This is an optimization exercise on Yosys and OpenROAD, whose aim is small area, not a production implementation. Only simulation tests tie the RTL to the original design; equivalence was not proved. Power is estimated from default activity; no workload was simulated.

Setup of R:
==> flow/design.v <==
`timescale 1ns/1ps
`timescale 1ns/1ps
module luxcp #(
    parameter [7:0] CMD_RESULT          = 8'h00,
    parameter [7:0] CMD_CONFIG          = 8'h01,
    parameter [7:0] CMD_LOW_LIMIT       = 8'h02,
    parameter [7:0] CMD_HIGH_LIMIT      = 8'h03,
    parameter [7:0] CMD_MANUFACTURER_ID = 8'h7E,
    parameter [7:0] CMD_DEVICE_ID       = 8'h7F,
    parameter [7:0] POLL_MAX_ATTEMPTS   = 8'd250
) (
    input  wire        clk,
    input  wire        rst,
    input  wire [6:0]  cfg_addr,
    input  wire        req_valid,
    output wire        req_ready,
    input  wire [3:0]  req_op,
    input  wire [31:0] req_arg,
    output wire        rsp_valid,
    input  wire        rsp_ready,
    output wire [31:0] rsp_value,
    output wire [1:0]  rsp_err_class,
    output wire [15:0] rsp_err_code,
    output wire        busy,
    output wire [6:0]  st_addr,
    output wire [31:0] st_result_lux,
    output wire [31:0] st_high_lux,
    output wire [31:0] st_low_lux,
    output wire [17:0] st_result_err,
    output wire [17:0] st_high_err,
    output wire [17:0] st_low_err,
    output wire [15:0] st_config,
    output wire        tp_req,
    output wire [2:0]  tp_prim,
    output wire [6:0]  tp_addr,
    output wire [7:0]  tp_wdata,
    input  wire        tp_ack,
    input  wire [7:0]  tp_rdata
);
    localparam [4:0] S_IDLE  = 5'd0,
                     S_CLR   = 5'd8,    
                     S_CLR2  = 5'd9,    
                     S_SH8   = 5'd10,    
                     S_TL0   = 5'd3,    
                     S_TLP   = 5'd12,    
                     S_DIV   = 5'd5,    
                     S_FL0   = 5'd4,    
                     S_SHL4  = 5'd11,    
                     S_MUL   = 5'd13,    
                     S_NORM  = 5'd14,   
                     S_NEG   = 5'd15,   
                     S_FIN   = 5'd1,
                     S_RSP   = 5'd2,
                     S_BEGIN = 5'b10000,
                     S_WCMD  = 5'b10001,
                     S_WDAT  = 5'b11001,
                     S_END   = 5'b10010,
                     S_REQ   = 5'b10011,
                     S_AVAIL = 5'b10100,
                     S_RD    = 5'b10101,
                     S_DELAY = 5'b10110;
    reg [4:0]  state;
    reg [30:0] W;        
    reg [7:0]  C;        
    reg [5:0]  Y;        
    wire [1:0] cy = C[7:6];    
    reg        f;        
    reg [3:0]  op;
    reg [1:0]  rc;       
    reg [6:0]  addr;
    reg [30:0] c_res, c_high, c_low;    
    reg [15:0] c_cfg;                   
    assign st_config = {c_cfg[15:12], ~c_cfg[11:1], c_cfg[0]};
    assign req_ready = (state == S_IDLE) && !rst;
    assign busy      = (state != S_IDLE);
    assign rsp_valid = (state == S_RSP);
    assign st_addr   = addr;
    assign tp_addr   = addr;
    assign tp_req    = state[4];
    assign tp_prim   = state[2:0];
    wire op_id = (op == 4'd1) || (op == 4'd2);
    wire [7:0] cmd;
    assign cmd[7]   = 1'b0;
    assign cmd[6:2] = {5{op_id}};
    assign cmd[1]   = op_id | (op == 4'd5) | (op == 4'd6) | (op == 4'd8) | (op == 4'd9);
    assign cmd[0]   = (op_id & op[1]) | (op == 4'd3) | (op == 4'd7) | (op == 4'd5) | (op == 4'd8);
    assign tp_wdata = (state == S_WCMD) ? cmd : W[15:8];
    wire op_wr  = (op == 4'd7) || (op == 4'd8) || (op == 4'd9);
    wire op_lux = (op == 4'd4) || (op == 4'd5) || (op == 4'd6);
    assign rsp_value     = {1'b0, W[30:12], W[11:1] & {11{~rc[1]}}, W[0]};
    assign rsp_err_class = rc;
    assign rsp_err_code  = {{4{rc[1]}}, W[11:1] & {11{rc[1]}}, 1'b0};
    function [49:0] cache_out(input [30:0] c);
        reg ez, k0, k1;
        begin
            ez = ~(c[30] | c[27]);
            k0 = ez & c[13];
            k1 = ez & c[12];
            cache_out = {1'b0, c[30], {2{~c[30] & c[27]}}, c[27:14],
                         c[13] & ~ez, c[12] & ~ez, ~(c[11:1] | {11{k1}}), c[0],
                         k1, k0, {4{k1}}, ~(c[11:1] | {11{~k1}}), 1'b0};
        end
    endfunction
    assign {st_result_lux, st_result_err} = cache_out(c_res);
    assign {st_high_lux,   st_high_err}   = cache_out(c_high);
    assign {st_low_lux,    st_low_err}    = cache_out(c_low);
    wire lead_hi = ~(W[23] | W[22]);
    wire lead_lo = ~(W[23] | W[22] | W[21] | W[20] | W[19]);
    wire inj     = f & ((W[21] & lead_hi) | ((W[18] | W[17]) & lead_lo));
    wire [7:0] r2  = {C[6:0], W[30] | inj};
    wire       qge = (r2 >= 8'd100);
    wire [7:0] r2s = r2 - 8'd100;
    wire [5:0] e10 = {2'b00, W[15:12]} + 6'd10;
    wire [7:0] bexp = W[30:23];
    wire nan    = (bexp == 8'hFF) && (W[22:0] != 23'd0);
    wire zres   = f | nan | (bexp <= 8'd118);    
    wire bigres = (bexp >= 8'd148);
    wire [5:0] nbexp = ~W[28:23];
    wire       g    = C[5] | (C[4] & C[3] & C[2]);
    wire [2:0] msum = {2'b00, W[4] & ~g} + {2'b00, W[1] & ~g} + {2'b00, W[0] & ~g} + {1'b0, cy};
    wire       y44  = (Y == 6'd44);
    wire       mround = ~f & y44;
    wire       mkeep  = f;
    wire [1:0] mcy  = mround ? (msum[2:1] + {1'b0, msum[0]}) : msum[2:1];
    wire [2:0] nsum = {2'b00, ~W[4]} + {2'b00, ~W[2]} + {1'b0, cy};
    wire nbig = (W[27:12] != 16'd0);
    wire avail_ok = (tp_rdata[7:1] != 7'd0);
    wire        fin  = (state == S_FIN);
    wire [30:0] Wz   = rst ? {19'd0, 11'h7FF, 1'b0} :
                       {W[30:14], W[13] | rc[0], W[12] | rc[1], ~W[11:1], W[0]};
    wire en_cfg  = rst | (fin & (op == 4'd3) & (rc == 2'd0));
    wire en_res  = rst | (fin & (op == 4'd4));
    wire en_high = rst | (fin & (op == 4'd5));
    wire en_low  = rst | (fin & (op == 4'd6));
    always @(posedge clk) begin
        if (en_cfg)  c_cfg <= Wz[15:0];
        if (en_res)  c_res  <= Wz;
        if (en_high) c_high <= Wz;
        if (en_low)  c_low  <= Wz;
    end
    always @(posedge clk) begin
        if (rst) begin
            state     <= S_IDLE;
            addr      <= cfg_addr;
        end else begin
            case (state)
                S_IDLE: begin
                    if (req_valid) begin
                        op <= req_op;
                        W  <= req_arg[30:0];
                        rc <= 2'd0;
                        f  <= req_arg[31] & ((req_op == 4'd8) | (req_op == 4'd9) | (req_op == 4'd11));
                        C  <= 8'd0;
                        case (req_op)
                            4'd7:        state <= S_BEGIN;
                            4'd8, 4'd9,
                            4'd11:       state <= S_FL0;
                            4'd10:       state <= S_TL0;
                            default:     state <= S_CLR;
                        endcase
                    end
                end
                S_CLR, S_CLR2: begin
                    W <= {W[29:0], (state == S_CLR) & f & C[4]};
                    C <= C + 8'd1;
                    if (C[4:0] == 5'd31) begin
                        C <= 8'd0;
                        if (state == S_CLR2) state <= S_END;
                        else if (op == 4'd11) state <= S_FIN;
                        else state <= S_BEGIN;
                    end
                end
                S_SH8: begin
                    W <= {W[29:0], 1'b0};
                    C <= C + 8'd1;
                    if (C[2:0] == 3'd7)
                        state <= op_wr ? S_WDAT : S_RD;    
                end
                S_SHL4: begin
                    W <= {W[29:0], 1'b0};
                    C <= C + 8'd1;
                    if (C[1:0] == 2'd3) begin
                        C  <= {rc[1], 7'd0};            
                        f  <= 1'b0;
                        state <= rc[1] ? S_NEG : S_MUL;
                    end
                end
                S_BEGIN: if (tp_ack) state <= S_WCMD;
                S_WCMD: begin
                    if (tp_ack) begin
                        state <= op_wr ? S_WDAT : S_END;
                    end
                end
                S_WDAT: begin
                    if (tp_ack) begin
                        state <= C[3] ? S_CLR2 : S_SH8;    
                    end
                end
                S_END: begin
                    if (tp_ack) begin
                        W[7:0] <= tp_rdata;
                        if (tp_rdata != 8'd0) begin
                            rc <= 2'd2;
                            state <= S_SHL4;
                        end else if (op_wr) begin
                            state <= S_FIN;
                        end else begin
                            state <= S_REQ;
                        end
                    end
                end
                S_REQ: begin
                    if (tp_ack) begin
                        C <= 8'd0;
                        state <= S_AVAIL;
                    end
                end
                S_AVAIL: begin
                    if (tp_ack) begin
                        if (avail_ok) begin
                            C <= 8'd0;
                            state <= S_RD;
                        end else begin
                            C <= C + 8'd1;
                            state <= S_DELAY;
                        end
                    end
                end
                S_DELAY: begin
                    if (tp_ack) begin
                        if (C == POLL_MAX_ATTEMPTS) begin
                            rc <= 2'd1;
                            state <= S_FIN;
                        end else begin
                            state <= S_AVAIL;
                        end
                    end
                end
                S_RD: begin
                    if (tp_ack) begin
                        W[7:0] <= tp_rdata;
                        if (!C[3]) state <= S_SH8;
                        else if (op_lux) state <= S_TL0;
                        else state <= S_FIN;
                    end
                end
                S_TL0: begin
                    Y <= e10;
                    C <= 8'd0;
                    f <= 1'b0;
                    state <= S_TLP;
                end
                S_TLP: begin
                    W <= {W[29:0], 1'b0};
                    C <= C + 8'd1;
                    if (C[4] & C[1]) begin              
                        C <= 8'd0;
                        state <= S_DIV;
                    end
                end
                S_DIV: begin
                    if (f & W[23]) begin
                        W[30:23] <= {~Y[5], Y[5], Y[5], Y[4:0]};
                        state <= S_FIN;
                    end else if (Y == 6'd55) begin
                        state <= S_FIN;           
                    end else begin
                        C <= {1'b0, qge ? r2s[6:0] : r2[6:0]};
                        W <= {W[29:0], qge};
                        if (qge) f <= 1'b1;
                        else if (!f) Y <= Y - 6'd1;
                    end
                end
                S_FL0: begin
                    C <= 8'd0;
                    f <= 1'b0;
                    if (zres | bigres) begin
                        f <= ~zres;
                        state <= S_CLR;
                    end else begin
                        Y <= nbexp;
                        W[30:23] <= 8'h01;
                        state <= S_SHL4;
                    end
                end
                S_MUL: begin
                    W  <= {mkeep & msum[0], W[30:1]};
                    if (mround) f <= 1'b1;
                    Y <= Y - 6'd1;
                    C <= {mcy, C[5:0] + 6'd1};
                    if (Y == 6'd13) begin               
                        C <= 8'd0;
                        state <= S_NORM;
                    end
                end
                S_NORM: begin
                    if (nbig & (C[3:0] != 4'd15)) begin
                        W <= {1'b0, W[30:1]};
                        C <= C + 8'd1;
                    end else if (nbig) begin
                        f <= 1'b1;
                        C <= 8'd0;
                        state <= S_CLR;
                    end else begin
                        W[15:12] <= C[3:0];
                        C <= 8'd0;
                        state <= (op == 4'd11) ? S_FIN : S_BEGIN;
                    end
                end
                S_NEG: begin
                    W  <= {nsum[0] & (C[5:0] < 6'd11), W[30:1]};
                    C  <= {nsum[2:1], C[5:0] + 6'd1};
                    if (C[4] & C[3] & C[2] & C[0])        
                        state <= S_FIN;
                end
                S_FIN: begin
                    state <= S_RSP;
                end
                S_RSP: begin
                    if (rsp_ready) begin
                        state <= S_IDLE;
                    end
                end
                default: state <= S_IDLE;
            endcase
        end
    end
endmodule
export LEC_CHECK = 0
export CAP_MARGIN = 0
export CORE_MARGIN = 2
export CORE_UTILIZATION = 40
export GPL_TIMING_DRIVEN = 0
export SLEW_MARGIN = 0
create_clock -name core_clock -period 30.0 [get_ports {clk}]
standard.sh (not shown) runs the stock make flow with config.mk's settings and CLKGATE_MAP_FILE= SYNTH_SCRIPT=/design/flow/synth_recipe.tcl, a recipe that flattens the netlist after the stock synthesis.
==> flow/flow/run.sh <==
#!/bin/bash
set -euo pipefail
export BUFFER_PORTS_ARGS="-buffer_cell sky130_fd_sc_hd__buf_1"
export REMOVE_ABC_BUFFERS=1
export RECOVER_POWER=100
export POST_GLOBAL_ROUTE_TCL="$PWD/flow/post_grt.tcl"
export CTS_ARGS="-sink_clustering_enable -repair_clock_nets -dont_use_dummy_load -buf_list sky130_fd_sc_hd__clkbuf_8 -sink_clustering_size 20 -sink_clustering_max_diameter 60"
bash standard.sh > standard_flow.log 2>&1
==> flow/flow/post_grt.tcl <==
# Sourced by ORFS at the end of global route (POST_GLOBAL_ROUTE_TCL).
# Power recovery (RECOVER_POWER) downsizes non-critical gates; repair the
# max-slew and max-capacitance violations that this can leave, then
# legalize and reroute the changed nets.
global_route -start_incremental
repair_design_helper
detailed_placement
global_route -end_incremental
estimate_parasitics -global_routing
report_design_area
Input-level comparison between Q and R:
--- a/flow/design.v
+++ b/flow/design.v
@@ -45,13 +45,12 @@
                      S_TLP   = 5'd12,    
                      S_DIV   = 5'd5,    
                      S_FL0   = 5'd4,    
                      S_SHL4  = 5'd11,    
                      S_MUL   = 5'd13,    
                      S_NORM  = 5'd14,   
-                     S_NEG   = 5'd15,   
                      S_FIN   = 5'd1,
                      S_RSP   = 5'd2,
                      S_BEGIN = 5'b10000,
                      S_WCMD  = 5'b10001,
                      S_WDAT  = 5'b11001,
                      S_END   = 5'b10010,
@@ -109,24 +108,28 @@
     wire inj     = f & ((W[21] & lead_hi) | ((W[18] | W[17]) & lead_lo));
     wire [7:0] r2  = {C[6:0], W[30] | inj};
     wire       qge = (r2 >= 8'd100);
     wire [7:0] r2s = r2 - 8'd100;
     wire [5:0] e10 = {2'b00, W[15:12]} + 6'd10;
     wire [7:0] bexp = W[30:23];
-    wire nan    = (bexp == 8'hFF) && (W[22:0] != 23'd0);
+    wire or_mid = (W[22:12] != 11'd0);
+    wire nbig   = (W[27:23] != 5'd0) | or_mid;           
+    wire nan    = (bexp == 8'hFF) & (or_mid | (W[11:0] != 12'd0));
     wire zres   = f | nan | (bexp <= 8'd118);    
     wire bigres = (bexp >= 8'd148);
     wire [5:0] nbexp = ~W[28:23];
+    wire       neg  = rc[1];
     wire       g    = C[5] | (C[4] & C[3] & C[2]);
-    wire [2:0] msum = {2'b00, W[4] & ~g} + {2'b00, W[1] & ~g} + {2'b00, W[0] & ~g} + {1'b0, cy};
+    wire       t4   = (W[4] ^ neg) & ~g;
+    wire       t1   = (neg ? ~W[2] : W[1]) & ~g;
+    wire       t0   = W[0] & ~g & ~neg;
+    wire [2:0] msum = {2'b00, t4} + {2'b00, t1} + {2'b00, t0} + {1'b0, cy};
     wire       y44  = (Y == 6'd44);
-    wire       mround = ~f & y44;
-    wire       mkeep  = f;
+    wire       mround = ~neg & ~f & y44;
     wire [1:0] mcy  = mround ? (msum[2:1] + {1'b0, msum[0]}) : msum[2:1];
-    wire [2:0] nsum = {2'b00, ~W[4]} + {2'b00, ~W[2]} + {1'b0, cy};
-    wire nbig = (W[27:12] != 16'd0);
+    wire       mins = msum[0] & (neg ? (C[5:0] < 6'd11) : f);
     wire avail_ok = (tp_rdata[7:1] != 7'd0);
     wire        fin  = (state == S_FIN);
     wire [30:0] Wz   = rst ? {19'd0, 11'h7FF, 1'b0} :
                        {W[30:14], W[13] | rc[0], W[12] | rc[1], ~W[11:1], W[0]};
     wire en_cfg  = rst | (fin & (op == 4'd3) & (rc == 2'd0));
     wire en_res  = rst | (fin & (op == 4'd4));
@@ -179,13 +182,13 @@
                 S_SHL4: begin
                     W <= {W[29:0], 1'b0};
                     C <= C + 8'd1;
                     if (C[1:0] == 2'd3) begin
                         C  <= {rc[1], 7'd0};            
                         f  <= 1'b0;
-                        state <= rc[1] ? S_NEG : S_MUL;
+                        state <= S_MUL;
                     end
                 end
                 S_BEGIN: if (tp_ack) state <= S_WCMD;
                 S_WCMD: begin
                     if (tp_ack) begin
                         state <= op_wr ? S_WDAT : S_END;
@@ -281,17 +284,20 @@
                         Y <= nbexp;
                         W[30:23] <= 8'h01;
                         state <= S_SHL4;
                     end
                 end
                 S_MUL: begin
-                    W  <= {mkeep & msum[0], W[30:1]};
+                    W  <= {mins, W[30:1]};
                     if (mround) f <= 1'b1;
                     Y <= Y - 6'd1;
                     C <= {mcy, C[5:0] + 6'd1};
-                    if (Y == 6'd13) begin               
+                    if (neg) begin
+                        if (C[4] & C[3] & C[2] & C[0])    
+                            state <= S_FIN;
+                    end else if (Y == 6'd13) begin      
                         C <= 8'd0;
                         state <= S_NORM;
                     end
                 end
                 S_NORM: begin
                     if (nbig & (C[3:0] != 4'd15)) begin
@@ -304,18 +310,12 @@
                     end else begin
                         W[15:12] <= C[3:0];
                         C <= 8'd0;
                         state <= (op == 4'd11) ? S_FIN : S_BEGIN;
                     end
                 end
-                S_NEG: begin
-                    W  <= {nsum[0] & (C[5:0] < 6'd11), W[30:1]};
-                    C  <= {nsum[2:1], C[5:0] + 6'd1};
-                    if (C[4] & C[3] & C[2] & C[0])        
-                        state <= S_FIN;
-                end
                 S_FIN: begin
                     state <= S_RSP;
                 end
                 S_RSP: begin
                     if (rsp_ready) begin
                         state <= S_IDLE;
- Q gives less overall power consumption than R did.
- Clock skew on Q is up relative to R.
- ~same design area in R and Q
- In Q relative to R, cell count had gone down slightly.
- Q does better than R on worst setup slack.

[separate check: timing with driven ports]
No port has a modelled driver above. Below, the same layouts with a new extraction and two added sets of constraints. Step 1, drivers: a clkbuf_16 drives clk and a buf_2 each remaining input, both assumed. Step 2, shift: input delay + t, output delay - t, t = (earliest + latest rising clock arrival at the registers) / 2. This alone moves slack from input paths to output paths. a / b / c = no drivers / after step 1 / after step 2; a / b = the first two.
run | t (ns) | setup WS [ns] | clock arrival spread, ns | worst register clock-pin slew, ns
R | 0.485 | 16.959 / 16.939 / 16.939 | 0.040 / 0.040 | 0.10 / 0.10
Q | 0.492 | 17.008 / 16.985 / 16.985 | 0.048 / 0.047 | 0.11 / 0.11
After both steps every run listed still meets setup and hold. For Q, which loses most, drivers alone change the setup slack by -0.023 ns; drivers and shift together by -0.023 ns.
